This is an optimization exercise on Yosys and OpenROAD, whose aim is small area, a short achievable clock period and few clock cycles, not a production implementation.
RTL that was checked went through simulation tests only; none was proved equivalent to the original.
No functional check of the RTL was part of runs 1, 6 and 7.
Power and IR drop assume default switching activity.

===== flow/design.v =====
module hxp_stream (
    input  wire        clk,
    input  wire        rst,
    input  wire        in_valid,
    output wire        in_ready,
    input  wire [7:0]  in_data,
    input  wire        in_end,
    output wire        out_valid,
    input  wire        out_ready,
    output wire [31:0] out_addr,
    output wire [7:0]  out_len,
    output wire [7:0]  out_data,
    output wire        out_last,
    output wire        done,
    output wire [3:0]  res_code,
    output wire [31:0] res_line,
    output wire [15:0] res_ext,
    output wire [7:0]  res_calc,
    output wire [7:0]  res_decl,
    output wire [1:0]  res_cause
);
    localparam [10:0] LEAD = 11'd9;      
    localparam [1:0] CAUSE_LENGTH   = 2'd0;
    localparam [1:0] CAUSE_DIGIT    = 2'd1;
    localparam [1:0] CAUSE_EXTSHORT = 2'd2;
    reg        is_hex_in;
    reg [3:0]  val_in;
    always @(*) begin
        is_hex_in = 1'b1;
        val_in    = in_data[3:0];
        if (in_data >= "0" && in_data <= "9")
            val_in = in_data[3:0];
        else if ((in_data >= "A" && in_data <= "F") || (in_data >= "a" && in_data <= "f"))
            val_in = in_data[3:0] + 4'd9;
        else
            is_hex_in = 1'b0;
    end
    wire [7:0] cc_in = {in_data == ":", in_data == 8'h0D, in_data == 8'h0A, is_hex_in, val_in};
    reg        a_valid, b_valid, rdy;
    reg [7:0]  a_cc, b_cc;
    reg        a_end, b_end;
    wire       accept;                      
    wire       pop_in = a_valid && accept;
    wire       take   = in_valid && rdy;
    assign in_ready = rdy;
    always @(posedge clk) begin
        if (rst) begin
            a_valid <= 1'b0;
            b_valid <= 1'b0;
            rdy     <= 1'b1;
        end else if (b_valid) begin
            if (pop_in) begin
                a_cc    <= b_cc;
                a_end   <= b_end;
                b_valid <= 1'b0;
                rdy     <= 1'b1;
            end
        end else if (take) begin
            if (!a_valid || pop_in) begin
                a_valid <= 1'b1;
                a_cc    <= cc_in;
                a_end   <= in_end;
            end else begin
                b_valid <= 1'b1;
                rdy     <= 1'b0;
                b_cc    <= cc_in;
                b_end   <= in_end;
            end
        end else if (pop_in) begin
            a_valid <= 1'b0;
        end
    end
    wire       c_colon = a_cc[7];
    wire       c_cr    = a_cc[6];
    wire       c_lf    = a_cc[5];
    wire       c_hex   = a_cc[4];
    wire [3:0] c_val   = a_cc[3:0];
    localparam [1:0] P_ACT  = 2'd0;   
    localparam [1:0] P_SKIP = 2'd1;   
    localparam [1:0] P_FIN  = 2'd2;   
    localparam [1:0] P_DONE = 2'd3;   
    reg [1:0]  pstate;
    reg        done_r;
    reg [15:0] ext;
    reg [31:0] line_no;
    reg        code3, code1;             
    reg [1:0]  cause;
    reg [12:0] ps;           
    reg        ps_hi;        
    reg        odd;          
    reg        cand;         
    reg        cr12, cr3;    
    reg        bad12;        
    reg        badrest;      
    reg        ge3;          
    reg        lastck;       
    reg        beyond;       
    reg [9:0]  left;         
    reg        left_z;       
    reg [3:0]  hi_nib;
    reg [7:0]  bc, ah, al, ck;
    reg        rt0, rt1, rt4;    
    reg        bc_lt2;           
    reg        cks_ok;           
    reg [7:0]  nsum;         
    reg        alloc;        
    reg [7:0]  s0d;          
    reg [10:0] target;       
    reg        ev_pend;
    reg        e_good;           
    reg [1:0]  e_cause;          
    reg [10:0] busy;         
    reg [10:0] rsel;         
    reg [2:0]  qcnt;
    reg [1:0]  qwp, qrp;
    reg [7:0]  q0, q1, q2, q3;
    reg [7:0]  wdist;        
    reg        wen;          
    reg [4:0]  wsel;         
    reg [7:0]  wdat;
    reg [2:0]  oldcnt;       
    wire       flushed = (oldcnt == 3'd0);
    reg        rd_armed;
    reg        rd_started;
    reg        rd_missed;
    reg [7:0]  rdist;        
    reg        rdz;          
    reg [7:0]  rd_cnt;       
    reg [7:0]  rec_bc, rec_ah, rec_al;
    reg [15:0] rec_ext;
    reg        ov;
    reg [7:0]  od;
    reg        ol;
    reg [2047:0] ring;
    wire reader_idle = !rd_armed && !ov;
    wire       is_end   = a_end;
    wire       is_lf    = !a_end && c_lf;
    wire       is_chr   = !a_end && !c_lf;
    wire [7:0] cur_byte = {hi_nib, c_val};
    wire       pos0     = ps[0];
    wire       pos12    = ps[1] || ps[2];
    wire       pos_ge3  = !pos0 && !pos12;
    wire       hp_ge10  = ps[10] || ps[11] || ps[12] || ps_hi;
    wire       is_ck_lo = pos_ge3 && !beyond && left_z;
    wire       in_data_rgn = !odd && hp_ge10 && !beyond && !left_z;
    wire       act      = (pstate == P_ACT);
    wire       big      = rsel[8] || rsel[9] || rsel[10];
    wire       do_alloc = cand && ps[9] && rt0;
    wire       do_push  = cand && alloc && in_data_rgn;
    wire       q_full   = qcnt[2];
    wire       guard  = rd_armed && flushed && (!rd_started || rd_missed);
    assign accept =
        (pstate == P_SKIP) ||
        (act && (is_chr ? !(ev_pend && !pos0 && !ps[1])
                          && !(do_alloc && (qcnt != 3'd0 || (big && !reader_idle)))
                          && !(do_push && q_full && !(wdist[2:0] == 3'd1 && !guard))
                        : !ev_pend));
    wire       step = a_valid && accept;
    wire       push = step && act && is_chr && do_push;
    wire       v_cks   = e_good && !cks_ok;
    wire       v_ok    = e_good && cks_ok;
    wire       v_data  = v_ok && rt0;
    wire       v_eof   = v_ok && rt1;
    wire       v_ext   = v_ok && rt4;
    wire       v_xshort = v_ext && bc_lt2;
    wire       v_stop  = !e_good || v_cks || v_eof || v_xshort;
    wire       ev_go   = ev_pend && !(v_data && !reader_idle);
    wire       disp    = ev_go && v_data;
    reg  [7:0] qhead;
    always @(*) begin
        case (qrp)
        2'd0: qhead = q0;
        2'd1: qhead = q1;
        2'd2: qhead = q2;
        default: qhead = q3;
        endcase
    end
    wire       q_pop  = (qcnt != 3'd0) && (wdist[2:0] == 3'd1) && !guard;
    wire       can_load = !ov || out_ready;
    wire       rd_go    = rd_armed && flushed && rdz && can_load;
    wire [7:0] rd_init  = s0d - 8'd1;
    genvar gi;
    generate
        for (gi = 0; gi < 256; gi = gi + 1) begin : g_ring
            localparam integer NXT = (gi + 1) % 256;
            if ((NXT % 8) == 0) begin : g_w
                wire sel = wen && (wsel == NXT / 8);
                always @(posedge clk)
                    ring[gi*8 +: 8] <= sel ? wdat : ring[NXT*8 +: 8];
            end else begin : g_s
                always @(posedge clk)
                    ring[gi*8 +: 8] <= ring[NXT*8 +: 8];
            end
        end
    endgenerate
    always @(posedge clk) begin
        cks_ok <= (nsum == ck);
        target <= {2'b00, bc, 1'b0} + LEAD;
        rsel   <= (busy != 11'd0 && busy + 11'd1 > target) ? busy + 11'd1 : target;
        if (step && act && is_chr && do_alloc) begin
            s0d   <= rsel[7:0] - 8'd1;
            wdist <= rsel[7:0] - 8'd1;
        end else begin
            s0d   <= s0d - 8'd1;
            wdist <= wdist - (q_pop ? 8'd0 : 8'd1);
        end
        wsel <= wdist[7:3];
        wdat <= qhead;
        if (push) begin
            case (qwp)
            2'd0: q0 <= cur_byte;
            2'd1: q1 <= cur_byte;
            2'd2: q2 <= cur_byte;
            default: q3 <= cur_byte;
            endcase
        end
    end
    always @(posedge clk) begin
        if (rst) begin
            qcnt   <= 3'd0;
            qwp    <= 2'd0;
            qrp    <= 2'd0;
            wen    <= 1'b0;
            oldcnt <= 3'd0;
            busy   <= 11'd0;
        end else begin
            if (push && !q_pop)
                qcnt <= qcnt + 3'd1;
            else if (q_pop && !push)
                qcnt <= qcnt - 3'd1;
            if (push)  qwp <= qwp + 2'd1;
            if (q_pop) qrp <= qrp + 2'd1;
            wen <= q_pop;
            if (disp)
                oldcnt <= qcnt;
            else if (wen && !flushed)
                oldcnt <= oldcnt - 3'd1;
            if (step && act && is_chr && do_alloc)
                busy <= rsel + {3'b000, bc} - 11'd1;
            else if (busy != 11'd0)
                busy <= busy - 11'd1;
        end
    end
    always @(posedge clk) begin
        if (disp) begin
            rdist <= rd_init;
            rdz   <= (rd_init == 8'd0);
        end else if (!rd_go) begin
            rdist <= rdist - 8'd1;
            rdz   <= (rdist == 8'd1);
        end
    end
    always @(posedge clk) begin
        if (rst) begin
            rd_armed <= 1'b0;
            ov       <= 1'b0;
        end else begin
            if (disp) begin
                rec_bc     <= bc;
                rec_ah     <= ah;
                rec_al     <= al;
                rec_ext    <= ext;
                rd_cnt     <= bc;
                rd_started <= 1'b0;
                rd_missed  <= (busy <= {3'b000, bc});
                if (bc == 8'd0) begin
                    ov <= 1'b1;
                    ol <= 1'b1;
                end else begin
                    rd_armed <= 1'b1;
                end
            end else begin
                if (rd_go)
                    rd_started <= 1'b1;
                else if (rd_armed && rdz)
                    rd_missed <= 1'b1;
                if (rd_go) begin
                    ov     <= 1'b1;
                    od     <= ring[7:0];
                    ol     <= (rd_cnt == 8'd1);
                    rd_cnt <= rd_cnt - 8'd1;
                    if (rd_cnt == 8'd1)
                        rd_armed <= 1'b0;
                end else if (out_ready) begin
                    ov <= 1'b0;
                end
            end
        end
    end
    assign out_valid = ov;
    assign out_data  = od;
    assign out_last  = ol;
    assign out_addr  = {rec_ext, rec_ah, rec_al};
    assign out_len   = rec_bc;
    task automatic new_line;
        begin
            ps      <= 13'd1;
            ps_hi   <= 1'b0;
            odd     <= 1'b0;
            cand    <= 1'b0;
            cr12    <= 1'b0;
            cr3     <= 1'b0;
            bad12   <= 1'b0;
            badrest <= 1'b0;
            ge3     <= 1'b0;
            lastck  <= 1'b0;
            beyond  <= 1'b0;
            alloc   <= 1'b0;
        end
    endtask
    task automatic end_line;
        begin
            line_no   <= line_no + 32'd1;
            ev_pend   <= cand;
            e_good    <= ge3 && !bad12 && lastck && !badrest;
            e_cause   <= (!ge3 || (!bad12 && !lastck)) ? CAUSE_LENGTH : CAUSE_DIGIT;
            new_line;
        end
    endtask
    always @(posedge clk) begin
        if (rst) begin
            pstate  <= P_ACT;
            done_r  <= 1'b0;
            ev_pend <= 1'b0;
            ext     <= 16'd0;
            line_no <= 32'd0;
            code3   <= 1'b0;
            code1   <= 1'b0;
            cause   <= 2'd0;
            new_line;
        end else begin
            done_r <= 1'b0;
            if (ev_go) begin
                ev_pend <= 1'b0;
                if (v_stop) begin
                    code3 <= !e_good || v_xshort;
                    code1 <= !v_eof;
                    cause <= e_good ? CAUSE_EXTSHORT : e_cause;
                    if (pstate == P_ACT)
                        pstate <= P_SKIP;
                end else if (v_ext) begin
                    ext <= {ah, al};
                end
            end
            case (pstate)
            P_ACT: if (step) begin
                if (is_lf) begin
                    end_line;
                end else if (is_end) begin
                    if (!pos0)
                        end_line;
                    else
                        new_line;
                    pstate <= P_FIN;
                end else begin
                    ps    <= {ps[11:0], 1'b0};
                    ps_hi <= ps_hi || ps[12];
                    odd <= !odd;
                    if (pos0) begin
                        cand <= c_colon;
                    end else if (cand) begin
                        if (c_cr) begin
                            if (pos12) cr12 <= 1'b1;
                            else       cr3  <= 1'b1;
                        end else begin
                            if (cr12 || (pos12 && !c_hex))   bad12   <= 1'b1;
                            if (cr3 || (pos_ge3 && !c_hex))  badrest <= 1'b1;
                            if (!ps[1])                      ge3     <= 1'b1;
                            lastck <= is_ck_lo;
                        end
                        if (pos_ge3 && !beyond) begin
                            left   <= left - 10'd1;
                            left_z <= (left == 10'd1);
                            if (left_z) beyond <= 1'b1;
                        end
                        if (odd) begin
                            hi_nib <= c_val;
                        end else begin
                            if (ps[2]) begin
                                bc     <= cur_byte;
                                bc_lt2 <= (cur_byte < 8'd2);
                                nsum   <= 8'd0 - cur_byte;
                                left   <= {1'b0, cur_byte, 1'b0} + 10'd7;
                                left_z <= 1'b0;
                            end
                            if (ps[4]) ah <= cur_byte;
                            if (ps[6]) al <= cur_byte;
                            if (ps[8]) begin
                                rt0 <= (cur_byte == 8'h00);
                                rt1 <= (cur_byte == 8'h01);
                                rt4 <= (cur_byte == 8'h04);
                            end
                            if (ps[10] && rt4 && in_data_rgn) ah <= cur_byte;
                            if (ps[12] && rt4 && in_data_rgn) al <= cur_byte;
                            if (!ps[2] && !beyond && !left_z)
                                nsum <= nsum - cur_byte;
                            if (is_ck_lo)
                                ck <= cur_byte;
                        end
                        if (do_alloc)
                            alloc <= 1'b1;
                    end
                end
            end
            P_SKIP: if (step && is_end) begin
                pstate <= P_FIN;
            end
            P_FIN: if (!ev_pend && reader_idle) begin
                pstate <= P_DONE;
                done_r <= 1'b1;
            end
            default: begin
                pstate  <= P_ACT;
                ext     <= 16'd0;
                line_no <= 32'd0;
                code3   <= 1'b0;
                code1   <= 1'b0;
                new_line;
            end
            endcase
        end
    end
    assign done      = done_r;
    assign res_code  = {code3, 1'b0, code1, 1'b0};
    assign res_line  = line_no;
    assign res_ext   = ext;
    assign res_calc  = nsum;
    assign res_decl  = ck;
    assign res_cause = cause;
endmodule

===== flow/config.mk =====
export PLATFORM = sky130hd
export DESIGN_NAME = hxp_stream
export DESIGN_NICKNAME = hxp_stream
export VERILOG_FILES = /design/flow/design.v
export SDC_FILE = /design/flow/constraint.sdc
export NUM_CORES = 4
export LEC_CHECK = 0
export CAP_MARGIN = 20
export CORE_MARGIN = 2
export CORE_UTILIZATION = 40
export CTS_BUF_LIST = sky130_fd_sc_hd__clkbuf_16 sky130_fd_sc_hd__clkbuf_8
export CTS_CLUSTER_DIAMETER = 100
export CTS_CLUSTER_SIZE = 24
export PLACE_DENSITY = 0.6
export SETUP_SLACK_MARGIN = 4.5
export SLEW_MARGIN = 20

===== flow/run.sh =====
#!/bin/bash
# synth_recipe.tcl (not shown) runs the flow's synth.tcl, then flattens the netlist and writes it again
# the make line also repeats each setting of config.mk as NAME=value (left out here)
make -C /OpenROAD-flow-scripts/flow DESIGN_CONFIG=/design/flow/config.mk WORK_HOME=/design/flow/orfs CLKGATE_MAP_FILE= SYNTH_SCRIPT=/design/flow/synth_recipe.tcl finish

===== flow/constraint.sdc =====
create_clock -name core_clock -period 6.5 [get_ports {clk}]
set_input_delay 1.3000 -clock core_clock [delete_from_list [all_inputs] [get_ports {clk}]]
set_output_delay 1.3000 -clock core_clock [all_outputs]
set_load 0.01 [all_outputs]

==> run summary, run 1 <==
status=finished clean; via count=around 28000; Top FF cell, synth=dfxtp_1; RSZ-0062 raised after global routing=yes; hold path depth=0; Worst Hold End=ring[1625]; final hold violations=0; GRT Overall Usage=13.1%; Starting DRT DRC Count=about 1600; WP data required=a little over 7 ns; Mapped Area=around 60000 µm²; Critical path origin=busy[0]; worst flop-to-flop path startpoint=busy[0]; vias in the first global route=approximately 28000; remaining antenna violation count=0; top cell type's share of synthesized area=roughly three quarters; PwrDens=358 nW/µm²; ant diodes=0; R2R Path End=rsel[3]; most common cell after layout, fill and taps aside=dfxtp_1; dpl hpwl=about 55 mm; Critical Path End Type=flip-flop; max frequency=344 MHz; Max VDD drop=between 200 and 300 µV; Area contributors post-synth=dfxtp_1, edfxtp_1, mux2_2; Clock Sink Count=2384; fin util=a little under half; Final TNS setup=0 ns; die footprint=around 150000 µm²; setup slack, reg-to-reg=3.59 ns; nets=around 4400; most frequent cells in the layout=dfxtp_1, mux2_2, edfxtp_1, buf_4, clkbuf_16; CP max stage delay=between 0.4 and 0.5 ns; slew at the pin closest to its max-slew limit=just over 0.7 ns; Clock Tree Buf Depth=3; Largest delay share family, worst path=simple AND/OR/NAND/NOR gates; CP Launch Type=flip-flop; CP Class=flip-flop to flip-flop; Async S/R FF share, synth=0%; WL final=103 mm; core area=between 100000 and 150000 µm²; Crit path arrival time=roughly 3.5 ns; drt first pass iters=6; Reg2Reg Depth=13; crit path time final=~2.9 ns; Mapped Cells=~3900; Synth-to-Final Area Change=18.4%; skew final=slightly above 0.06 ns; first-pass GRT wire length=approximately 160 mm; port buffer count=132; leakage=around 28 nW; cell-by-cell trace of the critical path=ha_4 > nand3_4 > nor2_4 > buf_6 > nand4_1 > xnor2_1 > ha_1 > and2_4 > nand4_1 > or3_4 > a31o_4 > buf_12 > mux2_2; Worst Path Max Fanout=4; CTS tree=done; pin count of the biggest net entering global routing=34; sequential area share after synthesis=between 80% and 90%; Netlist cell types=between 70 and 80; Worst Hold Launch=ring[1633]; DRC Markers=0; Buf+Inv Stages, Crit Path=2; Hold WS=0.289 ns; IO Pins=roughly 140; leading area contributor after synthesis=dfxtp_1; CP max stage cell=dfxtp_4; clock latency on the worst-skew pair=0.75 ns; wire per inst=about 16 µm; Die Wd=about 400 µm; share of cells above drive strength 1=27.1%; CTS buffer count=110; Seq cells post-synth=around 2400; Die Y-Extent=between 300 and 400 µm; Initial Utilization=approximately 40%; Post-synth EDFFs=about 180; Vias/cell=between 4 and 5; initial antenna violation count=1; row cnt=around 140; Final setup violation count=0; yosys warns=1; Hold WC Path Type=flip-flop to flip-flop; cell mode on critical path=nand4_1; cts-stage hold buffer count=0; clk root buf=clkbuf_16; Clk pin slew, worst setup/hold paths=approximately 0.11 ns; CTS H-tree depth=3; GRT Residual Overflow=0; RD Place Congestion=slightly below 0.8; period utilization=approximately 45%; Fillers=approximately 13000; Pins Over Slew Limit=0; Max Cap Viol=0; Synth Area per Inst=around 16 µm²; relative slew slack=a little over half
-- synth_stat cells, drive strengths merged, types with 10 or more instances --
| cell | count |
|---|---|
| nor3 | 51 |
| dfxtp | 2205 |
| nand4 | 43 |
| nand3 | 38 |
| and2 | 19 |
| mux2 | 277 |
| or3 | 14 |
| buf | 25 |
| mux2i | 47 |
| nor2b | 14 |
| xor2 | 30 |
| xnor2 | 64 |
| nand2b | 24 |
| nor2 | 121 |
| nand2 | 104 |
| ha | 82 |
| nor4 | 21 |
| o31ai | 20 |
| o21a | 12 |
| a21oi | 94 |
| edfxtp | 179 |
| o211ai | 10 |
| and3 | 14 |
| clkbuf | 76 |
| o21ai | 51 |
| or4 | 18 |
| inv | 106 |
-- sequential cells by signal (all words and copies together) (netlist names), 10 cells and up --
register	count
ring	2048
line_no	32
busy	11
rec_ext	16
left	10
ext	16
rsel	11
ps	13
-- through the flow --
stage                     setup slack, ns  total power, mW  cell area (µm²)  instances
final                                3.59             25.5            71100       6304
after floorplan                      3.57             16.8            60800       3853
after detailed placement             2.77             17.1            64100       5919
after global placement               2.84             17.1            64100       5919
after global routing                 3.50             26.5            71100       6304
after CTS                            3.69             25.4            69700       6233
-- area by class of cell --
cell class                 instances  area, µm²  area share (%)
sequential                      2384      49700            69.9
multi-input combinational       1267      11600            16.3
timing repair buffer             394       3790            5.33
clock buffer                     111       2780            3.91
tap                             2016       2520            3.55
inverter                         107        447           0.628
clock inverter                    25        283           0.398
-- how the worst max path moves through the flow --
stage          endpoint  slack (ns)  cells after the start
2_1_floorplan   qcnt[2]        3.57                     16
3_3_place_gp         ol        2.84                      5
3_5_place_dp         ol        2.77                      5
4_1_cts         rsel[3]        3.69                     13
5_1_grt         rsel[6]        3.50                     13
6_report        rsel[3]        3.59                     13
-- report_power, final --
part           total [mW]  internal [mW]  switching, mW
clock network        7.41           3.12           4.29
registers            15.1           14.9          0.205
logic                2.94           1.31           1.63
-- logic make-up (layout without fill, tap and decap cells) --
family	Yosys count	count (layout)	synth area share, %
AOI/OAI and AO/OA	241	244	2.55
other	1	2	0.00624
and+or+nand+nor	515	518	4.44
DFF	2384	2384	82.5
buffers and inverters	208	637	1.39
adders and majority gates	85	85	1.81
muxes	324	324	5.98
xor gates and xnor gates	94	94	1.37
-- per-layer routing --
metal / vias up / global-route usage [%] / wire (µm)
li1: 13578 / - / -
met1: 13548 / 18.4 / 49900
met2: 525 / 20.3 / 45800
met3: 207 / 2.64 / 4380
met4: 0 / 4.64 / 3150
met5: - / 0 / 0
-- timing repair --
action                                  4_1_cts  5_1_grt
endpoints found under the setup margin      724      459
pin swaps                                   103       94
cloned                                       16        6
gates resized for setup                     898      180
endpoints found under the hold margin         0        0
setup buffers                               162       65
==> run 2, diff against run 1 <==
--- a/flow/design.v
+++ b/flow/design.v
@@ -85,2 +85,3 @@
     reg [31:0] line_no;
+    reg        lo_ff;        
     reg        code3, code1;             
@@ -111,5 +112,5 @@
     reg [1:0]  e_cause;          
-    reg [10:0] busy;         
+    reg [10:0] busy1;        
     reg [10:0] rsel;         
-    reg [2:0]  qcnt;
+    reg [3:0]  qt;           
     reg [1:0]  qwp, qrp;
@@ -120,4 +121,4 @@
     reg [7:0]  wdat;
-    reg [2:0]  oldcnt;       
-    wire       flushed = (oldcnt == 3'd0);
+    reg [3:0]  oldt;         
+    wire       flushed = !oldt[0];
     reg        rd_armed;
@@ -149,4 +150,7 @@
     wire       do_push  = cand && alloc && in_data_rgn;
-    wire       q_full   = qcnt[2];
+    wire       q_full   = qt[3];
+    wire       q_nonempty = qt[0];
     wire       guard  = rd_armed && flushed && (!rd_started || rd_missed);
+    wire       pop_ok   = (wdist[2:0] == 3'd1) && !guard;
+    wire       push_ok  = !q_full || pop_ok;
     assign accept =
@@ -154,7 +158,7 @@
         (act && (is_chr ? !(ev_pend && !pos0 && !ps[1])
-                          && !(do_alloc && (qcnt != 3'd0 || (big && !reader_idle)))
-                          && !(do_push && q_full && !(wdist[2:0] == 3'd1 && !guard))
+                          && !(do_alloc && (q_nonempty || (big && !reader_idle)))
+                          && !(do_push && !push_ok)
                         : !ev_pend));
     wire       step = a_valid && accept;
-    wire       push = step && act && is_chr && do_push;
+    wire       push = a_valid && act && is_chr && do_push && !ev_pend && push_ok;
     wire       v_cks   = e_good && !cks_ok;
@@ -177,3 +181,3 @@
     end
-    wire       q_pop  = (qcnt != 3'd0) && (wdist[2:0] == 3'd1) && !guard;
+    wire       q_pop  = q_nonempty && pop_ok;
     wire       can_load = !ov || out_ready;
@@ -198,3 +202,3 @@
         target <= {2'b00, bc, 1'b0} + LEAD;
-        rsel   <= (busy != 11'd0 && busy + 11'd1 > target) ? busy + 11'd1 : target;
+        rsel   <= (busy1 > target) ? busy1 : target;
         if (step && act && is_chr && do_alloc) begin
@@ -219,3 +223,3 @@
         if (rst) begin
-            qcnt   <= 3'd0;
+            qt     <= 4'd0;
             qwp    <= 2'd0;
@@ -223,9 +227,9 @@
             wen    <= 1'b0;
-            oldcnt <= 3'd0;
-            busy   <= 11'd0;
+            oldt   <= 4'd0;
+            busy1  <= 11'd1;
         end else begin
             if (push && !q_pop)
-                qcnt <= qcnt + 3'd1;
+                qt <= {qt[2:0], 1'b1};
             else if (q_pop && !push)
-                qcnt <= qcnt - 3'd1;
+                qt <= {1'b0, qt[3:1]};
             if (push)  qwp <= qwp + 2'd1;
@@ -234,9 +238,9 @@
             if (disp)
-                oldcnt <= qcnt;
-            else if (wen && !flushed)
-                oldcnt <= oldcnt - 3'd1;
+                oldt <= qt;
+            else if (wen)
+                oldt <= {1'b0, oldt[3:1]};
             if (step && act && is_chr && do_alloc)
-                busy <= rsel + {3'b000, bc} - 11'd1;
-            else if (busy != 11'd0)
-                busy <= busy - 11'd1;
+                busy1 <= rsel + {3'b000, bc};
+            else if (busy1 != 11'd1)
+                busy1 <= busy1 - 11'd1;
         end
@@ -264,3 +268,3 @@
                 rd_started <= 1'b0;
-                rd_missed  <= (busy <= {3'b000, bc});
+                rd_missed  <= (busy1 <= {3'b000, bc} + 11'd1);
                 if (bc == 8'd0) begin
@@ -312,3 +316,6 @@
         begin
-            line_no   <= line_no + 32'd1;
+            line_no[7:0] <= line_no[7:0] + 8'd1;
+            if (lo_ff)
+                line_no[31:8] <= line_no[31:8] + 24'd1;
+            lo_ff     <= (line_no[7:0] == 8'hFE);
             ev_pend   <= cand;
@@ -326,2 +333,3 @@
             line_no <= 32'd0;
+            lo_ff   <= 1'b0;
             code3   <= 1'b0;
@@ -415,2 +423,3 @@
                 line_no <= 32'd0;
+            lo_ff   <= 1'b0;
                 code3   <= 1'b0;
--- a/flow/config.mk
+++ b/flow/config.mk
@@ -14,3 +14,3 @@
 export PLACE_DENSITY = 0.6
-export SETUP_SLACK_MARGIN = 4.5
+export SETUP_SLACK_MARGIN = 3.6
 export SLEW_MARGIN = 20
==> run summary, run 2 <==
Worst Hold Launch=ring[1304]; Clk pin slew, worst setup/hold paths=0.10 ns (about the same); CTS buffer count=111 (+0.91%); Initial Utilization=40.1% (-0.056 points); most common cell after layout, fill and taps aside=dfxtp_1; drt first pass iters=7 (+1); sequential area share after synthesis=82.7% (+0.22 points); CTS H-tree depth=3 (unchanged); Hold WC Path Type=flip-flop to flip-flop; number of flip-flops in the largest register=2048 (unchanged); die footprint=153000 µm² (-0.14%); slew at the pin closest to its max-slew limit=1.03 ns (+0.317 ns); cell-by-cell trace of the critical path=dlygate4sd2_1; Max VDD drop=243 µV (-15%); Max Cap Viol=0 (unchanged); Vias/cell=4.33 (-2.0%); dpl hpwl=54.6 mm (-0.27%); Top FF cell, synth=dfxtp_1; DRC Markers=0 (unchanged); count leader, synth=dfxtp_1; Final TNS setup=0 ns (unchanged); Pins Over Slew Limit=0 (unchanged); Critical path origin=rec_bc[0]; crit path time final=2.84 ns (-0.0689 ns); vias in the first global route=25612 (-7.6%); Starting DRT DRC Count=1190 (-26%); leakage=26.3 nW (-6.2%); WP data required=5.20 ns (-1.91 ns); final hold violations=0 (unchanged); IO Pins=135 (unchanged); clock latency on the worst-skew pair=0.75 ns (about the same); Synth Area per Inst=15.6 µm² (+0.15%); post-route insts no fill=6062 (-3.8%); top cell type's share of synthesized area=73.7% (+0.20 points); WL met3=3.46 mm (-21%); Crit path arrival time=1.54 ns (-1.98 ns); port buffer count=132 (unchanged); Seq cells post-synth=2387 (+0.13%); yosys warns=1 (unchanged); Clock Sink Count=2387 (+0.13%); max frequency=352 MHz (+2.4%); Final setup violation count=0 (unchanged); Critical Path End Type=output port; uppermost layer routed=met4; Mapped Area=60000 µm² (-0.14%); PwrDens=360 nW/µm² (+0.44%); clk root buf=clkbuf_16; row cnt=142 (unchanged); placed cells=5902 (-0.29%); Worst Path Max Fanout=1 (-3); first-pass GRT wire length=147 mm (-6.9%); largest register by flop count=ring; status=finished clean; RSZ-0062 raised after global routing=yes; initial antenna violation count=4 (+3); leading area contributor after synthesis=dfxtp_1; Buf+Inv Stages, Crit Path=1 (-1); CP Launch Type=flip-flop; WL final=92.4 mm (-10%); Die Wd=391 µm (about the same); nets=4109 (-5.8%); wire per inst=15.2 µm (-6.9%); worst flop-to-flop path startpoint=ev_pend; RD Place Congestion=0.836 (+5.5%); pin count of the biggest net entering global routing=67 (+97%); CP Class=flip-flop to output port; Fillers=13140 (+3.5%); most frequent cells in the layout=dfxtp_1, mux2_2, edfxtp_1, nor2_1, dlygate4sd2_1; Mapped Cells=3841 (-0.29%); Synth-to-Final Area Change=11.5%; WL met2=40.7 mm (-11%); GRT Residual Overflow=0 (unchanged); WL met1=46.0 mm (-7.7%); relative slew slack=31.0% (-21 points); Netlist cell types=70 (-1.4%); Async S/R FF share, synth=0% (unchanged); Post-synth EDFFs=179 (unchanged); core area=149000 µm² (unchanged); Top Registers=ring x2048, line_no x32; commonest cells in the netlist=dfxtp_1, mux2_2, edfxtp_1, nor2_1, nand2_1; share of cells above drive strength 1=12.9% (-14 points); Area contributors post-synth=dfxtp_1, edfxtp_1, mux2_2; Die Y-Extent=391 µm (about the same); remaining antenna violation count=0 (unchanged); GRT Overall Usage=12.1% (-1.0 points); CP max stage cell=edfxtp_1; Clock Tree Buf Depth=3 (unchanged); CTS tree=done; period utilization=43.7% (-1.1 points); via count=26253 (-5.8%); CP max stage delay=0.47 ns (+0.06 ns); Largest delay share family, worst path=flip-flops; skew final=0.0491 ns (-0.0113 ns)
-- run 2: cell types whose count changed in the layout (fill, tap and decap cells not counted), moves of 27 or more --
cell / before / now
buf_4: 177 / 33
dlygate4sd2_1: 1 / 115
buf_6: 113 / 1
dfxtp_1: 2120 / 2177
buf_2: 57 / 1
nor2_1: 94 / 147
nand3_1: 28 / 75
a21oi_1: 59 / 98
a21oi_2: 30 / 0
dfxtp_4: 34 / 5
nand2_1: 82 / 109
-- run 2: power by group --
group | switching, mW | leakage (nW) | internal, mW
clock network | 4.26 | 1.55 | 3.15
logic | 0.943 | 5.32 | 0.524
registers | 0.247 | 19.4 | 14.9
total | 5.45 | 26.3 | 18.6
-- run 2: timing repair --
action                                  in CTS  in global routing
pin swaps                                    5                  2
hold buffers                                 0                  0
resized for setup                          171                  8
setup buffers                                9                 13
endpoints found under the setup margin     248                156
-- run 2: per-stage QoR --
step / setup WS, ns / util [%] / hold WS (ns) / power (mW) / cell area (µm²)
floorplan: 3.60 / - / 0.310 / 16.6 / 60000
global placement: 2.83 / 42.5 / 0.310 / 16.9 / 63500
detailed placement: 2.71 / 42.5 / 0.312 / 16.9 / 63500
CTS: 3.60 / 44.7 / 0.295 / 24.3 / 66700
global route: 3.59 / 44.7 / 0.300 / 25.1 / 66900
finish: 3.66 / 44.7 / 0.302 / 24.1 / 66900
-- run 2: path summary, 6_finish.rpt --
check,endpoint,slack (ns),cells past startpoint
hold reg to reg,ring[1296],0.30,0
setup reg to reg,rec_al[6],3.72,6
setup / recovery,out_len[0],3.66,1
hold / removal,ring[1296],0.30,0
-- run 2: cell type report --
class / instances / area (µm²) / area share [%]
antenna: 1 / 2.50 / 0.00374
clock buffer: 113 / 2810 / 4.20
clock inverter: 24 / 275 / 0.412
inverter: 74 / 282 / 0.421
multi-input combinational: 1277 / 9830 / 14.7
sequential: 2387 / 49600 / 74.2
tap: 2016 / 2520 / 3.77
timing repair buffer: 170 / 1510 / 2.26
-- run 2: cell families after synthesis --
group           count (synthesis)  share of synthesized area, %
fa+ha+maj                      75                          1.59
buf+inv                       178                          1.21
compound gates                239                          2.54
other cells                     1                       0.00625
xor+xnor                      103                          1.50
simple gates                  537                          4.54
flops                        2387                          82.7
mux                           321                          5.94
-- run 2: layer usage --
| metal | up-vias | global-route usage [%] |
|---|---|---|
| met5 | - | 0 |
| met4 | 0 | 3.83 |
| met3 | 123 | 2.02 |
| met2 | 388 | 18.7 |
| met1 | 12679 | 17.4 |
| li1 | 13063 | - |
Testbench counts of run 2, summed over its fixed seeds: cycles 85,465.
==> run 3, diff against run 2 <==
--- a/flow/config.mk
+++ b/flow/config.mk
@@ -14,3 +14,3 @@
 export PLACE_DENSITY = 0.6
-export SETUP_SLACK_MARGIN = 3.6
+export SETUP_SLACK_MARGIN = 4.5
 export SLEW_MARGIN = 20
==> run summary, run 3 <==
status=finished clean; worst flop-to-flop path startpoint=bc[5]; Worst Hold End=ring[939]; top cell type's share of synthesized area=73.7% (unchanged); sequential area share after synthesis=82.7% (unchanged); initial antenna violation count=2 (-2); row cnt=142 (unchanged); R2R Path End=rd_missed; CTS tree=done; Seq cells post-synth=2387 (unchanged); Buf+Inv Stages, Crit Path=1 (unchanged); Synth-to-Final Area Change=19.6%; CTS H-tree depth=3 (unchanged); WP data required=5.20 ns (about the same); die footprint=153000 µm² (unchanged); Fillers=12678 (-3.5%); Max Cap Viol=0 (unchanged); number of flip-flops in the largest register=2048 (unchanged); final worst setup slack=3.83 ns (+0.165 ns); CP Launch Type=flip-flop; Area contributors post-synth=dfxtp_1, edfxtp_1, mux2_2; Critical Path End Type=output port; Async S/R FF share, synth=0% (unchanged); Starting DRT DRC Count=1260 (+5.9%); leakage=28.2 nW (+7.0%); Worst Path Max Fanout=2 (+1); Clock Tree Buf Depth=3 (unchanged); leading area contributor after synthesis=dfxtp_1; power after layout=25.8 mW (+7.1%); DRC Markers=0 (unchanged); Pins Over Slew Limit=0 (unchanged); Final TNS setup=0 ns (unchanged); max frequency=374 MHz (+6.2%); nets=4384 (+6.7%); dpl hpwl=55.2 mm (+0.98%); Vias/cell=4.43 (+2.3%); Worst Hold Launch=ring[947]; most frequent cells in the layout=dfxtp_1, mux2_2, buf_4, edfxtp_1, nor2_1; final hold violations=0 (unchanged); IO Pins=135 (unchanged); clk root buf=clkbuf_16; yosys warns=1 (unchanged); via count=28092 (+7.0%); GRT Overall Usage=13.2% (+1.1 points); Top FF cell, synth=dfxtp_1; period utilization=41.1% (-2.5 points); Die Wd=391 µm (unchanged); Netlist cell types=70 (unchanged); PwrDens=359 nW/µm² (-0.14%); hold path depth=0 (unchanged); GRT Residual Overflow=0 (unchanged); Place WS=2.32 ns (-0.386 ns); crit path time final=2.67 ns (-0.165 ns); Post-synth EDFFs=179 (unchanged); drt first pass iters=5 (-2); Reg2Reg Depth=9 (+3); Initial Utilization=40.1% (unchanged); Clk pin slew, worst setup/hold paths=0.10 ns (about the same); critical path depth=1 (unchanged); largest register by flop count=ring; clock latency on the worst-skew pair=0.75 ns (about the same); pin count of the biggest net entering global routing=37 (-45%); Crit path arrival time=1.37 ns (-0.17 ns); CTS buffer count=112 (+0.90%); cell-by-cell trace of the critical path=buf_2; remaining antenna violation count=0 (unchanged); ant diodes=0 (-1); core area=149000 µm² (unchanged); Largest delay share family, worst path=flip-flops; count leader, synth=dfxtp_1; RSZ-0062 raised after global routing=yes; share of cells above drive strength 1=29.0% (+16 points); CP max stage delay=0.46 ns (about the same); Final setup violation count=0 (unchanged); wire per inst=16.3 µm (+6.6%); WL final=103 mm (+11%); RD Place Congestion=0.797 (-4.7%); port buffer count=132 (unchanged); commonest cells in the netlist=dfxtp_1, mux2_2, edfxtp_1, nor2_1, nand2_1; skew final=0.0417 ns (-0.00739 ns); Clock Sink Count=2387 (unchanged); Mapped Cells=3841 (unchanged); Top Registers=ring x2048, line_no x32; CP Class=flip-flop to output port; Synth Area per Inst=15.6 µm² (unchanged); Hold WS=0.300 ns (-0.00205 ns); cts-stage hold buffer count=0 (unchanged); Hold WC Path Type=flip-flop to flip-flop; Die Y-Extent=391 µm (unchanged); CP max stage cell=edfxtp_1; vias in the first global route=27606 (+7.8%); slew at the pin closest to its max-slew limit=0.914 ns (-0.120 ns); Mapped Area=60000 µm² (unchanged); most common cell after layout, fill and taps aside=dfxtp_1; relative slew slack=39.1% (+8.0 points); setup slack, reg-to-reg=3.93 ns (+0.21 ns); first-pass GRT wire length=159 mm (+7.9%); Max VDD drop=232 µV (-4.5%)
-- run 3: cell counts after synthesis --
No cell type changed its count.
-- run 3: layer usage --
layer / up-vias / routed length [µm] / track usage, %
li1: 13666 / - / -
met1: 13743 / 48200 / 17.9
met2: 497 / 47300 / 21.3
met3: 186 / 3920 / 2.25
met4: 0 / 3590 / 4.78
met5: - / 0 / 0
-- run 3: cell families after synthesis --
logic type,Yosys count,share of synthesized area (%)
mux,321,5.94
fa+ha+maj,75,1.59
other cells,1,0.00625
compound gates,239,2.54
simple gates,537,4.54
buf+inv,178,1.21
xor+xnor,103,1.50
flops,2387,82.7
-- run 3: timing repair --
| item | in CTS | in global routing |
|---|---|---|
| gates cloned | 23 | 2 |
| gates resized for setup | 961 | 152 |
| buffers inserted | 204 | 70 |
| pin swaps | 118 | 132 |
| endpoints found under the setup margin | 724 | 547 |
-- run 3: report_power, final --
| part | total (mW) | internal (mW) | switching, mW |
|---|---|---|---|
| registers | 15.2 | 14.9 | 0.270 |
| clock network | 7.50 | 3.19 | 4.30 |
| logic | 3.05 | 1.38 | 1.67 |
| total | 25.8 | 19.5 | 6.24 |
-- run 3: how the worst max path moves through the flow --
stage	startpoint	endpoint	slack [ns]
2_1_floorplan	out_ready	ol	3.73
3_3_place_gp	out_ready	od[4]	2.39
3_5_place_dp	out_ready	od[5]	2.32
4_1_cts	nsum[1]	res_calc[1]	3.77
5_1_grt	nsum[0]	res_calc[0]	3.76
6_report	nsum[0]	res_calc[0]	3.83
-- run 3: final cells by class --
| class | count | area (µm²) | share of cell area (%) |
|---|---|---|---|
| Tap cell | 2016 | 2520 | 3.52 |
| Timing Repair inverter | 2 | 17.5 | 0.0244 |
| Sequential cell | 2387 | 49800 | 69.4 |
| Clock inverter | 28 | 327 | 0.455 |
| Clock buffer | 112 | 2800 | 3.91 |
| Timing Repair Buffer | 427 | 4040 | 5.64 |
| Inverter | 74 | 330 | 0.461 |
| Multi-Input combinational cell | 1292 | 11900 | 16.5 |
-- run 3: metrics by stage --
stage          utilization [%]  instances  instance area, µm²
4_1_cts                   47.2       6266               70500
3_3_place_gp              42.9       5898               64000
2_1_floorplan                -       3842               60700
3_5_place_dp              42.9       5899               64100
6_report                  48.0       6338               71700
5_1_grt                   48.0       6338               71700
==> run 4, diff against run 3 <==
--- a/flow/config.mk
+++ b/flow/config.mk
@@ -12,5 +12,5 @@
 export CTS_CLUSTER_DIAMETER = 100
-export CTS_CLUSTER_SIZE = 24
+export CTS_CLUSTER_SIZE = 30
 export PLACE_DENSITY = 0.6
-export SETUP_SLACK_MARGIN = 4.5
+export SETUP_SLACK_MARGIN = 3.9
 export SLEW_MARGIN = 20
==> run summary, run 4 <==
Clk pin slew, worst setup/hold paths=0.12 ns (+0.02 ns); PwrDens=352 nW/µm² (-1.9%); Initial Utilization=40.1% (unchanged); Buf+Inv Stages, Crit Path=1 (unchanged); share of cells above drive strength 1=18.8% (-10 points); yosys warns=1 (unchanged); CP Class=flip-flop to output port; clock latency on the worst-skew pair=0.74 ns (about the same); commonest cells in the netlist=dfxtp_1, mux2_2, edfxtp_1, nor2_1, nand2_1; post-route insts no fill=6123 (-3.4%); Synth-to-Final Area Change=11.8%; Area contributors post-synth=dfxtp_1, edfxtp_1, mux2_2; IO Pins=135 (unchanged); crit path time final=2.70 ns (+0.0240 ns); cell-by-cell trace of the critical path=buf_2; final hold violations=0 (unchanged); skew final=0.0522 ns (+0.0106 ns); Clock Tree Buf Depth=3 (unchanged); Netlist cell types=70 (unchanged); Seq cells post-synth=2387 (unchanged); final worst setup slack=3.80 ns (-0.0240 ns); Mapped Area=60000 µm² (unchanged); Pins Over Slew Limit=0 (unchanged); end of the critical path=out_last; Largest delay share family, worst path=flip-flops; die footprint=153000 µm² (unchanged); nets=4170 (-4.9%); met3 GRT Util=1.91% (-0.34 points); Fillers=13142 (+3.7%); GRT Residual Overflow=0 (unchanged); Max VDD drop=198 µV (-15%); worst flop-to-flop path startpoint=bc[4]; GRT Overall Usage=12.3% (-0.95 points); largest register by flop count=ring; clk root buf=clkbuf_16; Final setup violation count=0 (unchanged); CP max stage delay=0.48 ns (+0.02 ns); Top Registers=ring x2048, line_no x32; max frequency=371 MHz (-0.89%); Crit path arrival time=1.40 ns (+0.03 ns); period utilization=41.5% (+0.37 points); Place WS=2.32 ns (-0.000180 ns); initial antenna violation count=3 (+1); most frequent cells in the layout=dfxtp_1, mux2_2, edfxtp_1, nor2_1, nand2_1; Clock Sink Count=2387 (unchanged); first-pass GRT wire length=148 mm (-6.7%); number of flip-flops in the largest register=2048 (unchanged); leakage=26.4 nW (-6.4%); CTS tree=done; relative slew slack=37.8% (-1.3 points); row cnt=142 (unchanged); WP data required=5.20 ns (about the same); Hold WS=0.297 ns (-0.00344 ns); most common cell after layout, fill and taps aside=dfxtp_1; remaining antenna violation count=0 (unchanged); fin util=44.9% (-3.1 points); GR Layer Usage met1=17.1% (-0.78 points); WL final=94.1 mm (-8.7%); Critical path origin=ol; CP Launch Type=flip-flop; port buffer count=132 (unchanged); Post-synth EDFFs=179 (unchanged); met2 GRT Util=19.6% (-1.7 points); status=finished clean; critical path depth=1 (unchanged); wire per inst=15.4 µm (-5.4%); slew at the pin closest to its max-slew limit=0.933 ns (+0.0189 ns); DRC Markers=0 (unchanged); R2R Path End=rd_missed; CTS buffer count=92 (-18%); leading area contributor after synthesis=dfxtp_1; count leader, synth=dfxtp_1; RSZ-0062 raised after global routing=yes; top cell type's share of synthesized area=73.7% (unchanged); RD Place Congestion=0.788 (-1.1%); Mapped Cells=3841 (unchanged); Critical Path End Type=output port; Starting DRT DRC Count=1369 (+8.7%); Die Y-Extent=391 µm (unchanged); Die Wd=391 µm (unchanged); drt first pass iters=5 (unchanged); via count=26499 (-5.7%); Vias/cell=4.33 (-2.4%); Top FF cell, synth=dfxtp_1; CTS H-tree depth=3 (unchanged); Async S/R FF share, synth=0% (unchanged); Synth Area per Inst=15.6 µm² (unchanged); Worst Path Max Fanout=1 (-1); setup slack, reg-to-reg=3.86 ns (-0.07 ns); dpl hpwl=55.0 mm (-0.33%); core area=149000 µm² (unchanged); CP max stage cell=edfxtp_1; sequential area share after synthesis=82.7% (unchanged); GR peak layer=met2; placed cells=5903 (+0.068%); Reg2Reg Depth=9 (unchanged); vias in the first global route=26219 (-5.0%); Hold WC Path Type=flip-flop to flip-flop; Final TNS setup=0 ns (unchanged); Max Cap Viol=0 (unchanged); pin count of the biggest net entering global routing=47 (+27%)
==> run 4: cell counts after synthesis <==
No cell type changed its count.
==> run 4: timing repair <==
action	in CTS	in global routing
setup endpoints to repair	414	265
setup buffers	75	24
resized for setup	605	34
cloned	0	2
pin swaps	11	8
hold buffers	0	0
==> run 4: layout make-up <==
cell class	count	area [µm²]	area share, %
Antenna cell	2	5.00	0.00747
Clock buffer	92	2300	3.43
Clock inverter	25	315	0.470
Inverter	74	294	0.439
Multi-Input combinational cell	1279	10000	15.0
Sequential cell	2387	49700	74.1
Tap cell	2016	2520	3.76
Timing Repair Buffer	248	1850	2.76
==> run 4: logic make-up (layout without fill, tap and decap cells) <==
| group | after synthesis | in the layout | synth area share (%) |
|---|---|---|---|
| flops | 2387 | 2387 | 82.7 |
| simple gates | 537 | 539 | 4.54 |
| mux | 321 | 321 | 5.94 |
| compound gates | 239 | 239 | 2.54 |
| buf+inv | 178 | 439 | 1.21 |
| xor+xnor | 103 | 103 | 1.50 |
| fa+ha+maj | 75 | 75 | 1.59 |
| other cells | 1 | 4 | 0.00625 |
==> run 4: worst min path at each step <==
stage	end	cells past startpoint	start	slack (ns)
after floorplan	ring[0]	0	ring[8]	0.31
after global placement	ring[886]	0	ring[894]	0.31
after detailed placement	ring[1088]	0	ring[1096]	0.31
after CTS	ring[1259]	0	ring[1267]	0.29
after global routing	ring[1167]	0	ring[1175]	0.29
final	ring[1259]	0	ring[1267]	0.30
==> run 4: power breakdown <==
| group | total, mW | switching (mW) | internal (mW) |
|---|---|---|---|
| clock | 6.84 | 4.19 | 2.65 |
| sequential | 15.2 | 0.245 | 14.9 |
| combinational | 1.60 | 1.01 | 0.597 |
| total | 23.6 | 5.45 | 18.2 |
==> run 4: layer usage <==
| metal | wire, µm | part of all wire (%) | vias up |
|---|---|---|---|
| met4 | 2150 | 2.3 | 2 |
| met1 | 45900 | 49 | 12813 |
| met2 | 42600 | 45 | 370 |
| met3 | 3410 | 3.6 | 129 |
| li1 | - | - | 13185 |
| met5 | 13 | 0.014 | - |
==> run 4: per-stage QoR <==
step / power [mW] / instance area [µm²]
2_1_floorplan: 16.6 / 60200
3_3_place_gp: 16.9 / 63600
3_5_place_dp: 16.9 / 63700
4_1_cts: 23.8 / 66700
5_1_grt: 24.6 / 67000
6_report: 23.6 / 67000
==> run 5, diff against run 4 <==
--- a/flow/config.mk
+++ b/flow/config.mk
@@ -12,3 +12,3 @@
 export CTS_CLUSTER_DIAMETER = 100
-export CTS_CLUSTER_SIZE = 30
+export CTS_CLUSTER_SIZE = 24
 export PLACE_DENSITY = 0.6
==> run summary, run 5 <==
wire per inst=15.5 µm (+0.53%); clock latency on the worst-skew pair=0.74 ns (about the same); sequential area share after synthesis=82.7% (unchanged); Final setup violation count=0 (unchanged); drt first pass iters=6 (+1); Netlist cell types=70 (unchanged); CP Launch Type=flip-flop; dpl hpwl=55.0 mm (unchanged); count leader, synth=dfxtp_1; nets=4191 (+0.50%); Post-synth EDFFs=179 (unchanged); DRC Markers=0 (unchanged); Area contributors post-synth=dfxtp_1, edfxtp_1, mux2_2; skew final=0.0372 ns (-0.0150 ns); Seq cells post-synth=2387 (unchanged); port buffer count=132 (unchanged); Crit path arrival time=1.41 ns (about the same); hold path depth=0 (unchanged); cts-stage hold buffer count=0 (unchanged); leading area contributor after synthesis=dfxtp_1; most frequent cells in the layout=dfxtp_1, mux2_2, edfxtp_1, nor2_1, clkbuf_16; Async S/R FF share, synth=0% (unchanged); Clock Sink Count=2387 (unchanged); cell-by-cell trace of the critical path=buf_2; slew at the pin closest to its max-slew limit=0.936 ns (+0.00275 ns); Largest delay share family, worst path=flip-flops; CTS H-tree depth=3 (unchanged); Buf+Inv Stages, Crit Path=1 (unchanged); Clock Tree Buf Depth=3 (unchanged); core area=149000 µm² (unchanged); Final TNS setup=0 ns (unchanged); setup slack, reg-to-reg=3.92 ns (+0.06 ns); CTS tree=done; max frequency=369 MHz (-0.38%); Max VDD drop=244 µV (+23%); status=finished clean; first-pass GRT wire length=150 mm (+0.74%); RD Place Congestion=0.788 (unchanged); Max Cap Viol=0 (unchanged); top cell type's share of synthesized area=73.7% (unchanged); clk root buf=clkbuf_16; Clk pin slew, worst setup/hold paths=0.10 ns (-0.02 ns); CTS buffer count=112 (+22%); vias in the first global route=26463 (+0.93%); worst flop-to-flop path startpoint=wsel[1]; largest register by flop count=ring; IO Pins=135 (unchanged); commonest cells in the netlist=dfxtp_1, mux2_2, edfxtp_1, nor2_1, nand2_1; RSZ-0062 raised after global routing=yes; WP data required=5.20 ns (about the same); Die Wd=391 µm (unchanged); number of flip-flops in the largest register=2048 (unchanged); Worst Path Max Fanout=1 (unchanged); Starting DRT DRC Count=1381 (+0.88%); die footprint=153000 µm² (unchanged); power after layout=24.2 mW (+2.6%); register area=49700 µm² (about the same); CP max stage cell=edfxtp_1; Worst Hold Launch=ring[414]; initial antenna violation count=3 (unchanged); relative slew slack=37.6% (-0.18 points); R2R Path End=ring[1656]; Critical Path End Type=output port; Top FF cell, synth=dfxtp_1; Pins Over Slew Limit=0 (unchanged); Hold WC Path Type=flip-flop to flip-flop; CP max stage delay=0.47 ns (about the same); Vias/cell=4.33 (about the same); PwrDens=359 nW/µm² (+1.7%); critical path depth=1 (unchanged); Initial Utilization=40.1% (unchanged); period utilization=41.7% (+0.16 points); Synth Area per Inst=15.6 µm² (unchanged); share of cells above drive strength 1=19.2% (+0.40 points); Mapped Area=60000 µm² (unchanged); Reg2Reg Depth=4 (-5); WL final=95.0 mm (+0.89%); GRT Overall Usage=12.4% (+0.11 points); Fillers=13126 (-0.12%); via count=26613 (+0.43%); row cnt=142 (unchanged); Worst Hold End=ring[406]; crit path time final=2.71 ns (+0.0104 ns); most common cell after layout, fill and taps aside=dfxtp_1; CP Class=flip-flop to output port; final hold violations=0 (unchanged); multi-input logic area=10100 µm² (about the same); GRT Residual Overflow=0 (unchanged); Mapped Cells=3841 (unchanged); pin count of the biggest net entering global routing=47 (unchanged); leakage=26.6 nW (+0.97%); yosys warns=1 (unchanged); Top Registers=ring x2048, line_no x32; remaining antenna violation count=0 (unchanged); Die Y-Extent=391 µm (unchanged); Synth-to-Final Area Change=12.7%
## run 5: cell counts after synthesis
Identical to the previous run, type by type.
## run 5: final cells by class
cell class | count | area share (%)
repair buffers | 248 | 2.76
multi-input cells | 1279 | 14.9
clock buffers | 113 | 4.18
well taps | 2016 | 3.73
inverters | 74 | 0.435
repair inverters | 1 | 0.0111
clock inverters | 26 | 0.466
flip-flops and latches | 2387 | 73.5
diodes | 1 | 0.00370
## run 5: logic make-up (layout without fill, tap and decap cells)
group,count (synthesis),count (layout),synth area share [%]
flops,2387,2387,82.7
simple gates,537,539,4.54
mux,321,321,5.94
compound gates,239,239,2.54
buf+inv,178,462,1.21
xor+xnor,103,103,1.50
fa+ha+maj,75,75,1.59
other cells,1,3,0.00625
## run 5: worst max-delay path by stage
| stage | from | slack [ns] | endpoint |
|---|---|---|---|
| after floorplan | out_ready | 3.73 | ol |
| after global placement | out_ready | 2.39 | od[7] |
| after detailed placement | out_ready | 2.32 | od[3] |
| after CTS | ol | 3.70 | out_last |
| after global routing | ol | 3.72 | out_last |
| final | ol | 3.79 | out_last |
## run 5: layer usage
| metal | part of all wire [%] | track usage [%] | up-vias |
|---|---|---|---|
| met1 | 49 | 17.1 | 12875 |
| met4 | 2.6 | 4.25 | 2 |
| met2 | 45 | 19.7 | 360 |
| met5 | 0.014 | 0 | - |
| li1 | - | - | 13232 |
| met3 | 3.4 | 2.07 | 144 |
## run 5: what timing repair did
item	CTS	global route
buffers inserted	83	16
setup endpoints to repair	412	336
pin swaps	11	7
cloned	1	2
gates resized for setup	610	37
## run 5: per-stage QoR
step	hold WS, ns	setup slack (ns)	instances	utilization (%)	instance area (µm²)
3_5_place_dp	0.312	2.32	5903	42.6	63700
3_3_place_gp	0.310	2.39	5902	42.6	63600
5_1_grt	0.295	3.72	6144	45.2	67600
2_1_floorplan	0.310	3.73	3842	-	60200
4_1_cts	0.290	3.70	6126	45.0	67300
6_report	0.299	3.79	6145	45.2	67600
## run 5: where the power goes
group | switching [mW] | internal (mW) | total [mW] | leakage (nW)
clock | 4.30 | 3.18 | 7.48 | 1.57
sequential | 0.247 | 14.9 | 15.2 | 19.5
combinational | 1.01 | 0.574 | 1.58 | 5.58
==> run 6, diff against run 5 <==
--- a/flow/design.v
+++ b/flow/design.v
@@ -108,3 +108,2 @@
     reg [7:0]  s0d;          
-    reg [10:0] target;       
     reg        ev_pend;
@@ -147,2 +146,3 @@
     wire       act      = (pstate == P_ACT);
+    wire [10:0] target  = {2'b00, bc, 1'b0} + LEAD;
     wire       big      = rsel[8] || rsel[9] || rsel[10];
@@ -201,4 +201,3 @@
         cks_ok <= (nsum == ck);
-        target <= {2'b00, bc, 1'b0} + LEAD;
-        rsel   <= (busy1 > target) ? busy1 : target;
+        rsel   <= (busy1 > target) ? busy1 : target;    
         if (step && act && is_chr && do_alloc) begin
--- a/flow/config.mk
+++ b/flow/config.mk
@@ -12,5 +12,5 @@
 export CTS_CLUSTER_DIAMETER = 100
-export CTS_CLUSTER_SIZE = 24
+export CTS_CLUSTER_SIZE = 28
 export PLACE_DENSITY = 0.6
-export SETUP_SLACK_MARGIN = 3.9
+export SETUP_SLACK_MARGIN = 4.1
 export SLEW_MARGIN = 20
==> run summary, run 6 <==
logic gate share of total power=5.5% (-1.0 points); sequential area share after synthesis=83.3% (+0.68 points); count leader, synth=dfxtp_1; Die Wd=389 µm (-0.58%); top cell type's share of synthesized area=74.3% (+0.57 points); Max Cap Viol=0 (unchanged); skew final=0.0635 ns (+0.0263 ns); final hold violations=0 (unchanged); cell mode on critical path=ha_4; Place WS=3.06 ns (+0.733 ns); Top Registers=ring x2048, line_no x32; power after layout=23.2 mW (-4.3%); Initial Utilization=40.2% (+0.050 points); Post-synth EDFFs=179 (unchanged); leakage=26.4 nW (-0.86%); WP data required=7.08 ns (+1.88 ns); Die Y-Extent=389 µm (-0.58%); Synth Area per Inst=15.8 µm² (+1.2%); Clock Tree Buf Depth=3 (unchanged); most frequent cells in the layout=dfxtp_1, mux2_2, edfxtp_1, nor2_1, buf_4; Mapped Cells=3750 (-2.4%); Starting DRT DRC Count=1180 (-15%); commonest cells in the netlist=dfxtp_1, mux2_2, edfxtp_1, nor2_1, nand2_1; Synth-to-Final Area Change=12.7% (about the same); relative slew slack=29.6% (-8.1 points); Worst Path Max Fanout=5 (+4); Buf+Inv Stages, Crit Path=2 (+1); CP max stage delay=0.53 ns (+0.06 ns); Psw=5.06 mW (-8.8%); DRC Markers=0 (unchanged); crit path time final=2.73 ns (+0.0206 ns); Largest delay share family, worst path=simple AND/OR/NAND/NOR gates; Hold WC Path Type=flip-flop to flip-flop; Final setup violation count=0 (unchanged); CP Class=flip-flop to flip-flop; IO Pins=135 (unchanged); fin util=45.3% (+0.053 points); Max VDD drop=200 µV (-18%); GRT Overall Usage=12.3% (-0.087 points); Async S/R FF share, synth=0% (unchanged); clock latency on the worst-skew pair=0.73 ns (about the same); cell-internal power=18.1 mW (-3.0%); Clk pin slew, worst setup/hold paths=0.10 ns (about the same); yosys warns=1 (unchanged); Clock Sink Count=2378 (-0.38%); largest register by flop count=ring; via count=25986 (-2.4%); RD Place Congestion=0.802 (+1.8%); Top FF cell, synth=dfxtp_1; final worst setup slack=3.77 ns (-0.0206 ns); GRT Residual Overflow=0 (unchanged); RSZ-0062 raised after global routing=yes; Fillers=12965 (-1.2%); CP Launch Type=flip-flop; share of cells above drive strength 1=19.5% (+0.24 points); clock share of power=29.5% (-1.4 points); nets=4107 (-2.0%); PwrDens=347 nW/µm² (-3.2%); Netlist cell types=71 (+1.4%); CP max stage cell=edfxtp_1; port buffer count=132 (unchanged); Vias/cell=4.35 (+0.46%); dpl hpwl=53.9 mm (-2.0%); Pins Over Slew Limit=0 (unchanged); final instance area=66800 µm² (-1.2%); WL final=93.0 mm (-2.0%); period utilization=42.0% (+0.32 points); initial antenna violation count=4 (+1); wire per inst=15.6 µm (+0.81%); CTS tree=done; Critical Path End Type=flip-flop; Final TNS setup=0 ns (unchanged); Flop pwr share=64.9% (+2.3 points); cell-by-cell trace of the critical path=ha_4 > nand3_2 > nor2_4 > inv_2 > ha_4 > nand4_1 > or4_4 > a21oi_4 > buf_12 > mux2_4; die footprint=151000 µm² (-1.2%); Seq cells post-synth=2378 (-0.38%); number of flip-flops in the largest register=2048 (unchanged); CTS H-tree depth=3 (unchanged); pin count of the biggest net entering global routing=41 (-13%); core area=147000 µm² (-1.3%); Crit path arrival time=3.31 ns (+1.90 ns); first-pass GRT wire length=147 mm (-1.6%); vias in the first global route=25943 (-2.0%); status=finished clean; Area after DPL=63000 µm² (-1.1%); max frequency=366 MHz (-0.75%); CTS buffer count=95 (-15%); slew at the pin closest to its max-slew limit=1.06 ns (+0.121 ns); drt first pass iters=5 (-1); setup slack, reg-to-reg=3.77 ns (-0.15 ns); Net Sw Frac=21.8% (-1.1 points); remaining antenna violation count=0 (unchanged); row cnt=141 (-0.70%); clk root buf=clkbuf_16; Mapped Area=59300 µm² (-1.2%); cts-stage hold buffer count=0 (unchanged); Area contributors post-synth=dfxtp_1, edfxtp_1, mux2_2; leading area contributor after synthesis=dfxtp_1; most common cell after layout, fill and taps aside=dfxtp_1
## run 6: layer usage
metal  GRT usage (%)  routed length [µm]  vias to the layer above
met3            2.64                4240                      138
met1            17.9               47200                    12599
met2            18.3               39400                      406
met4            3.65                2230                        2
met5               0                  13                        -
li1                -                   -                    12841
## run 6: logic make-up after synthesis
family | share of synthesized area, %
DFF | 83.3
and+or+nand+nor | 4.20
muxes | 5.91
AOI/OAI and AO/OA | 2.10
buffers and inverters | 1.12
xor gates and xnor gates | 1.71
adders and majority gates | 1.61
other | 0.00633
## run 6: final timing paths
check / from / endpoint / cells after the start
worst max-delay path: bc[3] / rsel[3] / 10
worst min-delay path: ring[1180] / ring[1172] / 0
worst max register to register: bc[3] / rsel[3] / 10
worst min register to register: ring[1180] / ring[1172] / 0
## run 6: power groups by stage
stage	sequential (mW)	combinational [mW]	clock, mW
5_1_grt	15.1	1.40	7.64
6_report	15.1	1.28	6.84
2_1_floorplan	15.3	0.845	0
3_3_place_gp	15.4	1.11	0
4_1_cts	15.0	1.22	7.12
3_5_place_dp	15.4	1.12	0
## run 6: worst register-to-register path: stages (launching register included)
cell,delay [ns]
edfxtp_1,0.53
ha_4,0.24
nand3_2,0.10
nor2_4,0.15
inv_2,0.06
ha_4,0.26
nand4_1,0.14
or4_4,0.48
a21oi_4,0.20
buf_12,0.15
mux2_4,0.29
## run 6: cell type report
class / instances / area [µm²] / area share, %
clock buffers: 98 / 2430 / 3.64
flip-flops and latches: 2378 / 49500 / 74.2
multi-input cells: 1212 / 9770 / 14.6
repair buffers: 257 / 2150 / 3.21
diodes: 2 / 5.00 / 0.00749
inverters: 75 / 294 / 0.440
well taps: 1930 / 2410 / 3.62
clock inverters: 21 / 203 / 0.303
## run 6: through the flow
stage          hold slack [ns]  instances
2_1_floorplan            0.310       3751
3_3_place_gp             0.310       5745
3_5_place_dp             0.312       5745
4_1_cts                  0.275       5948
5_1_grt                  0.284       5972
6_report                 0.279       5973
## run 6: repair_timing
| action | in CTS | in global routing |
|---|---|---|
| gates resized for setup | 678 | 60 |
| setup endpoints to repair | 488 | 332 |
| cloned | 2 | 0 |
| pin swaps | 13 | 17 |
| buffers inserted | 82 | 23 |
==> run 7, diff against run 6 <==
--- a/flow/config.mk
+++ b/flow/config.mk
@@ -14,3 +14,3 @@
 export PLACE_DENSITY = 0.6
-export SETUP_SLACK_MARGIN = 4.1
+export SETUP_SLACK_MARGIN = 3.9
 export SLEW_MARGIN = 20
==> run summary, run 7 <==
status=finished clean; Psw=5.04 mW (-0.45%); WP data required=5.20 ns (-1.88 ns); CTS buffer count=96 (+1.1%); commonest cells in the netlist=dfxtp_1, mux2_2, edfxtp_1, nor2_1, nand2_1; core area=147000 µm² (unchanged); cts-stage hold buffer count=0 (unchanged); Pins Over Slew Limit=0 (unchanged); CTS H-tree depth=3 (unchanged); logic gate share of total power=5.2% (-0.3 points); final hold violations=0 (unchanged); cell-by-cell trace of the critical path=buf_2; Clk pin slew, worst setup/hold paths=0.11 ns (about the same); dpl hpwl=53.8 mm (-0.26%); leading area contributor after synthesis=dfxtp_1; Area contributors post-synth=dfxtp_1, edfxtp_1, mux2_2; CTS tree=done; vias in the first global route=25994 (+0.20%); clock share of power=29.9% (+0.4 points); nets=4109 (+0.049%); GRT Residual Overflow=0 (unchanged); final instance area=66500 µm² (-0.47%); yosys warns=1 (unchanged); Die Y-Extent=389 µm (unchanged); Final TNS setup=0 ns (unchanged); Mapped Cells=3750 (unchanged); RSZ-0062 raised after global routing=yes; wire per inst=15.6 µm (about the same); via count=26061 (+0.29%); pin count of the biggest net entering global routing=51 (+24%); initial antenna violation count=4 (unchanged); most common cell after layout, fill and taps aside=dfxtp_1; count leader, synth=dfxtp_1; Synth-to-Final Area Change=12.2%; Async S/R FF share, synth=0% (unchanged); Top Registers=ring x2048, line_no x32; largest register by flop count=ring; Worst Hold Launch=ring[686]; top cell type's share of synthesized area=74.3% (unchanged); Synth Area per Inst=15.8 µm² (unchanged); relative slew slack=43.3% (+14 points); Flop pwr share=64.9% (about the same); Die Wd=389 µm (unchanged); Hold WC Path Type=flip-flop to flip-flop; Net Sw Frac=21.8% (-0.096 points); WL final=93.0 mm (about the same); CP max stage delay=0.51 ns (-0.02 ns); Critical path origin=nsum[7]; Critical Path End Type=output port; CP max stage cell=edfxtp_1; Buf+Inv Stages, Crit Path=1 (-1); sequential area share after synthesis=83.3% (unchanged); Max Cap Viol=0 (unchanged); worst flop-to-flop path startpoint=bc[3]; RD Place Congestion=0.797 (-0.59%); period utilization=42.3% (+0.32 points); IO Pins=135 (unchanged); share of cells above drive strength 1=18.9% (-0.58 points); first-pass GRT wire length=147 mm (-0.39%); Worst Path Max Fanout=2 (-3); port buffer count=132 (unchanged); leakage=26.3 nW (-0.24%); Top FF cell, synth=dfxtp_1; DRC Markers=0 (unchanged); crit path time final=2.75 ns (+0.0207 ns); Post-synth EDFFs=179 (unchanged); most frequent cells in the layout=dfxtp_1, mux2_2, edfxtp_1, nor2_1, buf_4; die footprint=151000 µm² (unchanged); slew at the pin closest to its max-slew limit=0.847 ns (-0.209 ns); row cnt=141 (unchanged); Netlist cell types=71 (unchanged); GRT Overall Usage=12.2% (-0.033 points); Vias/cell=4.36 (+0.27%); Clock Sink Count=2378 (unchanged); drt first pass iters=5 (unchanged); max frequency=364 MHz (-0.75%); Mapped Area=59300 µm² (unchanged); Max VDD drop=224 µV (+12%); CP Class=flip-flop to output port; clk root buf=clkbuf_16; Seq cells post-synth=2378 (unchanged); skew final=0.0499 ns (-0.0136 ns); Initial Utilization=40.2% (unchanged); CP Launch Type=flip-flop; Crit path arrival time=1.45 ns (-1.86 ns); Largest delay share family, worst path=flip-flops; Clock Tree Buf Depth=3 (unchanged); Area after DPL=62900 µm² (about the same); number of flip-flops in the largest register=2048 (unchanged); remaining antenna violation count=0 (unchanged); Starting DRT DRC Count=1276 (+8.1%); Final setup violation count=0 (unchanged); clock latency on the worst-skew pair=0.74 ns (about the same); cell-internal power=18.1 mW (+0.11%); PwrDens=349 nW/µm² (+0.46%)
[run 7: cell counts after synthesis]
Identical to the previous run, type by type.
[run 7: power groups by stage]
stage          clock [mW]  combinational (mW)  sequential (mW)
5_1_grt              7.70                1.32             15.1
3_3_place_gp            0                1.08             15.4
4_1_cts              7.21                1.15             15.0
6_report             6.92                1.21             15.0
2_1_floorplan           0               0.832             15.3
3_5_place_dp            0                1.09             15.4
[run 7: logic make-up after synthesis]
family | synth area share (%)
AOI/OAI and AO/OA | 2.10
xor gates and xnor gates | 1.71
adders and majority gates | 1.61
buffers and inverters | 1.12
DFF | 83.3
muxes | 5.91
other | 0.00633
and+or+nand+nor | 4.20
[run 7: what timing repair did]
action / in CTS / in global routing
pin swaps: 9 / 11
endpoints found under the hold margin: 0 / 0
buffers inserted: 75 / 32
gates resized for setup: 626 / 44
endpoints found under the setup margin: 300 / 204
[run 7: final timing paths]
kind	to	slack, ns	depth (start not counted)
worst max-delay path	res_calc[7]	3.75	1
worst min-delay path	ring[678]	0.30	0
worst max register to register	rsel[2]	3.78	9
worst min register to register	ring[678]	0.30	0
[run 7: area by class of cell]
type	instances	area, µm²
Timing Repair Buffer	260	1940
Clock inverter	21	221
Inverter	75	294
Multi-Input combinational cell	1210	9610
Antenna cell	1	2.50
Fill cell	12956	81000
Tap cell	1930	2410
Sequential cell	2378	49500
Clock buffer	99	2470
[run 7: per-layer routing]
metal / global-route usage (%) / up-vias / wire length (µm)
li1: - / 12846 / -
met1: 17.6 / 12602 / 47300
met2: 18.3 / 435 / 38800
met3: 2.40 / 178 / 3720
met4: 4.62 / 0 / 3200
met5: 0 / - / 0
[run 7: stage by stage]
stage | hold slack [ns] | instances | utilization [%] | worst slack (ns) | power, mW
global placement | 0.310 | 5745 | 42.7 | 3.05 | 16.5
floorplan | 0.310 | 3751 | - | 3.73 | 16.1
detailed placement | 0.312 | 5746 | 42.7 | 3.06 | 16.5
finish | 0.302 | 5974 | 45.1 | 3.75 | 23.2
global route | 0.304 | 5974 | 45.1 | 3.71 | 24.1
CTS | 0.288 | 5941 | 44.8 | 3.69 | 23.4

## re-timing with driven ports
The results above use ideal ports. As a check the final layouts listed here were re-extracted and re-timed, cells and wires unchanged.
Step 1: set_driving_cell puts a clkbuf_16 on clk and a buf_2 on each other input, an assumption about the parent block.
Step 2 adds t to the input delays and takes it off the output delays; t is the mean of the earliest and latest rising clock arrival at the registers after step 1. Input paths then give back, and output paths get back, about the clock's delay inside the block.
Slacks: no drivers / after step 1 / after step 2; pairs: no drivers / after step 1.
run	shift t [ns]	slack for setup (ns)	worst data-port slew with drivers (ns)	pins driven straight from the clock port
run 1	0.800	3.592 / 3.592 / 3.380	0.07	1
run 2	0.795	3.661 / 3.592 / 3.147	0.11	1
run 3	0.802	3.826 / 3.756 / 3.451	0.06	1
run 4	0.775	3.802 / 3.736 / 3.288	0.05	1
run 5	0.788	3.791 / 3.725 / 3.272	0.06	1
run 6	0.780	3.771 / 3.737 / 3.418	0.04	1
run 7	0.797	3.750 / 3.670 / 3.251	0.04	1
After both steps setup and hold are still met in every run listed. For run 5, which loses most, drivers alone change the setup slack by -0.066 ns; drivers and shift together by -0.519 ns.
